From an optimization exercise on the open Yosys and OpenROAD flow, aimed at small area; shortcuts taken in it are not production practice.
The RTL was checked by simulation tests, not by an equivalence proof against the original design.

==> job 3065: inputs <==
Design msg_codec, start of the top module:
module msg_codec (
    input  wire         clk,
    input  wire [1:0]   op,
    input  wire [63:0]  cmd,
    input  wire         strict_len,
    input  wire [7:0]   in_len,
    input  wire [167:0] in_bits,
    output reg  [2:0]   err,
    output reg  [31:0]  req_frame,
    output reg  [15:0]  n_field,
    output reg  [7:0]   out_len,
    output reg  [127:0] out_bits,
    output reg          short_read,
    output reg  [31:0]  sval
);
==> module msg_codec, before the edit <==
module msg_codec (
    input  wire         clk,
    input  wire [1:0]   op,
    input  wire [63:0]  cmd,
    input  wire         strict_len,
    input  wire [7:0]   in_len,
    input  wire [167:0] in_bits,
    output reg  [2:0]   err,
    output reg  [31:0]  req_frame,
    output reg  [15:0]  n_field,
    output reg  [7:0]   out_len,
    output reg  [127:0] out_bits,
    output reg          short_read,
    output reg  [31:0]  sval
);
    localparam MAX_IN_BITS = 168;
    localparam PAY_POS     = 40;
    localparam OUT_BITS    = MAX_IN_BITS - PAY_POS;
    localparam [1:0] OP_BUILD  = 2'b00;
    localparam [1:0] OP_PARSE  = 2'b01;
    localparam [1:0] OP_SIGNED = 2'b10;
    localparam [2:0] E_OK             = 3'd0;
    localparam [2:0] E_CMD_OVERSIZE   = 3'd1;
    localparam [2:0] E_ARRAY_OVERSIZE = 3'd2;
    localparam [2:0] E_HDR_SHORT      = 3'd3;
    localparam [2:0] E_PAYLOAD_SHORT  = 3'd4;
    localparam [2:0] E_ILLEGAL_OP     = 3'd5;
    localparam [7:0] TAG_HI = 8'h52;
    localparam [7:0] TAG_LO = 8'h51;
    wire [7:0]  cmd_byte     = cmd[7:0];
    wire [7:0]  cksum        = TAG_HI + TAG_LO + cmd_byte;
    wire [31:0] build_frame  = {TAG_HI, TAG_LO, cmd_byte, cksum};
    wire        cmd_oversize = |cmd[63:32];
    wire        hdr_short  = in_len < PAY_POS;
    wire [15:0] len_field  = in_bits[MAX_IN_BITS-1-24 -: 16];
    wire [18:0] need_bits  = {len_field, 3'b000};
    wire [7:0]  avail_bits = in_len - PAY_POS;
    wire        pay_short  = {11'd0, avail_bits} < need_bits;
    wire [7:0]  parse_len  = hdr_short ? 8'd0 :
                             pay_short ? avail_bits : need_bits[7:0];
    wire [OUT_BITS-1:0] payload = in_bits[OUT_BITS-1:0];
    wire        array_oversize = in_len > 8'd32;
    wire signed [31:0] top_word = in_bits[MAX_IN_BITS-1 -: 32];
    wire [5:0]  sh_amt    = 6'd32 - in_len[5:0];
    wire signed [31:0] shifted = top_word >>> sh_amt;
    wire [31:0] signed_val = (in_len == 8'd0) ? 32'd0 : shifted;
    reg [2:0] err_c;
    always @(*) begin
        case (op)
            OP_BUILD:  err_c = cmd_oversize ? E_CMD_OVERSIZE : E_OK;
            OP_PARSE:  err_c = !strict_len ? E_OK :
                               hdr_short   ? E_HDR_SHORT :
                               pay_short   ? E_PAYLOAD_SHORT : E_OK;
            OP_SIGNED: err_c = array_oversize ? E_ARRAY_OVERSIZE : E_OK;
            default:   err_c = E_ILLEGAL_OP;
        endcase
    end
    always @(posedge clk) begin
        err        <= err_c;
        req_frame  <= build_frame;
        n_field    <= len_field;
        out_len    <= parse_len;
        out_bits   <= payload;
        short_read <= hdr_short | pay_short;
        sval       <= signed_val;
    end
endmodule
Settings: LEC_CHECK=0, CAP_MARGIN=20, CORE_MARGIN=2, CORE_UTILIZATION=40, SLEW_MARGIN=20; clock period 4.0 ns.
run.sh (not shown) runs the stock make flow with config.mk's settings and CLKGATE_MAP_FILE= SYNTH_SCRIPT=/design/flow/synth_recipe.tcl, a recipe that flattens the netlist after the stock synthesis.
==> job 1756 (differences from job 3065) <==
==> flow/design.v (replaced) <==
module msg_codec (
    input  wire         clk,
    input  wire [1:0]   op,
    input  wire [63:0]  cmd,
    input  wire         strict_len,
    input  wire [7:0]   in_len,
    input  wire [167:0] in_bits,
    output reg  [2:0]   err,
    output wire [31:0]  req_frame,
    output wire [15:0]  n_field,
    output wire [7:0]   out_len,
    output wire [127:0] out_bits,
    output wire         short_read,
    output wire [31:0]  sval
);
    localparam [2:0] E_OK             = 3'd0;
    localparam [2:0] E_CMD_OVERSIZE   = 3'd1;
    localparam [2:0] E_ARRAY_OVERSIZE = 3'd2;
    localparam [2:0] E_HDR_SHORT      = 3'd3;
    localparam [2:0] E_PAYLOAD_SHORT  = 3'd4;
    localparam [2:0] E_ILLEGAL_OP     = 3'd5;
    localparam [7:0] TAG_HI = 8'h52;
    localparam [7:0] TAG_LO = 8'h51;
    wire        hdr_short  = in_len < 8'd40;
    wire [15:0] len_field  = in_bits[143:128];
    wire [7:0]  avail_bits = in_len - 8'd40;
    wire        pay_short  = (|len_field[15:5]) | (avail_bits < {len_field[4:0], 3'b000});
    wire [7:0]  parse_len  = hdr_short ? 8'd0 :
                             pay_short ? avail_bits : {len_field[4:0], 3'b000};
    wire [31:0] top_word = in_bits[167:136];
    wire        w_full   = in_len[5];
    wire        sign     = top_word[31] & (|in_len[4:0]);
    wire [63:0] ext      = {{32{sign}}, top_word};
    wire [63:0] ext_sh   = ext << in_len[4:0];
    wire [31:0] part_val = ext_sh[63:32];
    reg [2:0] err_c;
    always @(*) begin
        case (op)
            2'd0:    err_c = (|cmd[63:32]) ? E_CMD_OVERSIZE : E_OK;
            2'd1:    err_c = !strict_len ? E_OK :
                             hdr_short   ? E_HDR_SHORT :
                             pay_short   ? E_PAYLOAD_SHORT : E_OK;
            2'd2:    err_c = (in_len > 8'd32) ? E_ARRAY_OVERSIZE : E_OK;
            default: err_c = E_ILLEGAL_OP;
        endcase
    end
    reg [127:0] pay_q;
    reg [15:0]  nf_q;
    reg [7:0]   len_q;
    reg         short_q;
    integer j;
    always @(posedge clk) begin
        err     <= err_c;
        short_q <= hdr_short | pay_short;
        len_q   <= op[0] ? parse_len : cmd[7:0];
        nf_q[7:0] <= len_field[7:0];
        for (j = 0; j < 8; j = j + 1)
            nf_q[8+j] <= (w_full | op[0]) ? top_word[j] : part_val[j];
        pay_q[103:0] <= in_bits[103:0];
        for (j = 8; j < 32; j = j + 1)
            pay_q[96+j] <= !op[1] ? in_bits[96+j] :
                           w_full ? top_word[j] : part_val[j];
    end
    assign out_bits   = pay_q;
    assign n_field    = nf_q;
    assign out_len    = len_q;
    assign short_read = short_q;
    assign sval       = {pay_q[127:104], nf_q[15:8]};
    assign req_frame  = {TAG_HI, TAG_LO, len_q, len_q + (TAG_HI + TAG_LO)};
endmodule
==> flow/flow/run.sh (new file) <==
#!/bin/bash
# Layout flow: the standard ORFS flow, with two changes:
#  - port buffers are the smallest buffer (buf_1) instead of the default pick;
#  - CTS builds its tree from small clock buffers and inserts no dummy loads.
# Each tool's full output stays in orfs/logs; make's own output goes to make.log.
set -euo pipefail
export BUFFER_PORTS_ARGS="-buffer_cell sky130_fd_sc_hd__buf_1"
export CTS_ARGS="-sink_clustering_enable -repair_clock_nets -buf_list {sky130_fd_sc_hd__clkbuf_4 sky130_fd_sc_hd__clkbuf_8} -dont_use_dummy_load"
bash standard.sh > make.log 2>&1
==> flow/standard.sh (new file) <==
#!/bin/bash
# synth_recipe.tcl (not shown) runs the flow's synth.tcl, then flattens the netlist and writes it again
# the make line also repeats each setting of config.mk as NAME=value (left out here)
make -C /OpenROAD-flow-scripts/flow DESIGN_CONFIG=/design/flow/config.mk WORK_HOME=/design/flow/orfs CLKGATE_MAP_FILE= SYNTH_SCRIPT=/design/flow/synth_recipe.tcl "${@:-finish}"
removed: flow/run.sh
==> job 4163 (differences from job 3065) <==
==> flow/design.v (replaced) <==
module msg_codec (
    input  wire         clk,
    input  wire [1:0]   op,
    input  wire [63:0]  cmd,
    input  wire         strict_len,
    input  wire [7:0]   in_len,
    input  wire [167:0] in_bits,
    output reg  [2:0]   err,
    output wire [31:0]  req_frame,
    output wire [15:0]  n_field,
    output wire [7:0]   out_len,
    output wire [127:0] out_bits,
    output wire         short_read,
    output wire [31:0]  sval
);
    localparam [2:0] E_OK             = 3'd0;
    localparam [2:0] E_CMD_OVERSIZE   = 3'd1;
    localparam [2:0] E_ARRAY_OVERSIZE = 3'd2;
    localparam [2:0] E_HDR_SHORT      = 3'd3;
    localparam [2:0] E_PAYLOAD_SHORT  = 3'd4;
    localparam [2:0] E_ILLEGAL_OP     = 3'd5;
    localparam [7:0] TAG_HI = 8'h52;
    localparam [7:0] TAG_LO = 8'h51;
    wire        hdr_short  = in_len < 8'd40;
    wire [15:0] len_field  = in_bits[143:128];
    wire [7:0]  avail_bits = in_len - 8'd40;
    wire        pay_short  = (|len_field[15:5]) | (avail_bits < {len_field[4:0], 3'b000});
    wire [7:0]  parse_len  = hdr_short ? 8'd0 :
                             pay_short ? avail_bits : {len_field[4:0], 3'b000};
    wire [31:0] top_word = in_bits[167:136];
    wire        w_full   = in_len[5];
    wire        sign     = top_word[31] & (|in_len[4:0]);
    wire [63:0] ext      = {{32{sign}}, top_word};
    wire [63:0] ext_sh   = ext << in_len[4:0];
    wire [31:0] part_val = ext_sh[63:32];
    reg [2:0] err_c;
    always @(*) begin
        case (op)
            2'd0:    err_c = (|cmd[63:32]) ? E_CMD_OVERSIZE : E_OK;
            2'd1:    err_c = !strict_len ? E_OK :
                             hdr_short   ? E_HDR_SHORT :
                             pay_short   ? E_PAYLOAD_SHORT : E_OK;
            2'd2:    err_c = (in_len > 8'd32) ? E_ARRAY_OVERSIZE : E_OK;
            default: err_c = E_ILLEGAL_OP;
        endcase
    end
    reg [127:0] pay_q;
    reg [15:0]  nf_q;
    reg [7:0]   len_q;
    reg         short_q;
    integer j;
    always @(posedge clk) begin
        err     <= err_c;
        short_q <= hdr_short | pay_short;
        len_q   <= op[0] ? parse_len : cmd[7:0];
        nf_q[7:0] <= len_field[7:0];
        for (j = 0; j < 8; j = j + 1)
            nf_q[8+j] <= (w_full | op[0]) ? top_word[j] : part_val[j];
        pay_q[103:0] <= in_bits[103:0];
        for (j = 8; j < 32; j = j + 1)
            pay_q[96+j] <= !op[1] ? in_bits[96+j] :
                           w_full ? top_word[j] : part_val[j];
    end
    assign out_bits   = pay_q;
    assign n_field    = nf_q;
    assign out_len    = len_q;
    assign short_read = short_q;
    assign sval       = {pay_q[127:104], nf_q[15:8]};
    assign req_frame  = {TAG_HI, TAG_LO, len_q, len_q + (TAG_HI + TAG_LO)};
endmodule
==> results.yml <==
power_and_ir_drop:
  p_per_area_nw_per_um2: 402
  vdd_drop_max_mv: 0.187
  seq-power_mw: 1.72
  totalPowerFinal_mw: 3.28
global_route:
  use_met1_pct: 36.2
yosys:
  synthTopCellsByCount: "dfxtp_1 (156), buf_4 (57), nand2_1 (47)"
placement:
  gp_congestion: 0.925
critical_path:
  cp-end-kind: "output port"
layout:
  multi_input_gates: 364
  stdcell_area_um2: 8160
run_status:
  status: "timing/DRC/antenna clean"
That was job 1756.
==> results.yml <==
run_status:
  status: "timing/DRC/antenna clean"
power_and_ir_drop:
  vdd_drop_max_mv: 0.414
  seq-power_mw: 2.23
  p_per_area_nw_per_um2: 458
layout:
  multi_input_gates: 322
  stdcell_area_um2: 11900
yosys:
  synthTopCellsByCount: "dfxtp_1 (204), nand2_1 (66), mux2i_1 (31)"
That was job 3065.
==> results.yml <==
layout:
  multi_input_gates: 364
placement:
  gp_congestion: 0.940
run_status:
  status: "timing/DRC/antenna clean"
power_and_ir_drop:
  p_per_area_nw_per_um2: 392
  totalPowerFinal_mw: 4.38
  vdd_drop_max_mv: 0.295
critical_path:
  cp-end-kind: "output port"
That was job 4163.

## static timing again, ports no longer ideal
The flow's constraints put no driver on any port. The routed layouts listed below were extracted and timed again, unchanged, in two steps. Step 1, drivers: a clkbuf_16 drives clk and a buf_2 each remaining input, both assumed. Step 2 adds t to the input delays and takes it off the output delays; t is the mean of the earliest and latest rising clock arrival at the registers after step 1. Input paths then give back, and output paths get back, about the clock's delay inside the block. a / b / c = ideal ports / drivers / drivers and shift; a / b = the first two.
| run | t, ns | slack for setup (ns) | latest minus earliest clock arrival (ns) |
|---|---|---|---|
| job 3065 | 0.548 | 1.041 / 1.057 / 0.509 | 0.010 / 0.010 |
| job 1756 | 0.478 | 1.127 / 1.086 / 0.760 | 0.034 / 0.034 |
| job 4163 | 0.459 | 0.745 / 0.699 / 0.350 | 0.018 / 0.018 |
After both steps setup and hold are still met in every run listed. For job 3065, which loses most, drivers alone change the setup slack by +0.016 ns; drivers and shift together by -0.532 ns.
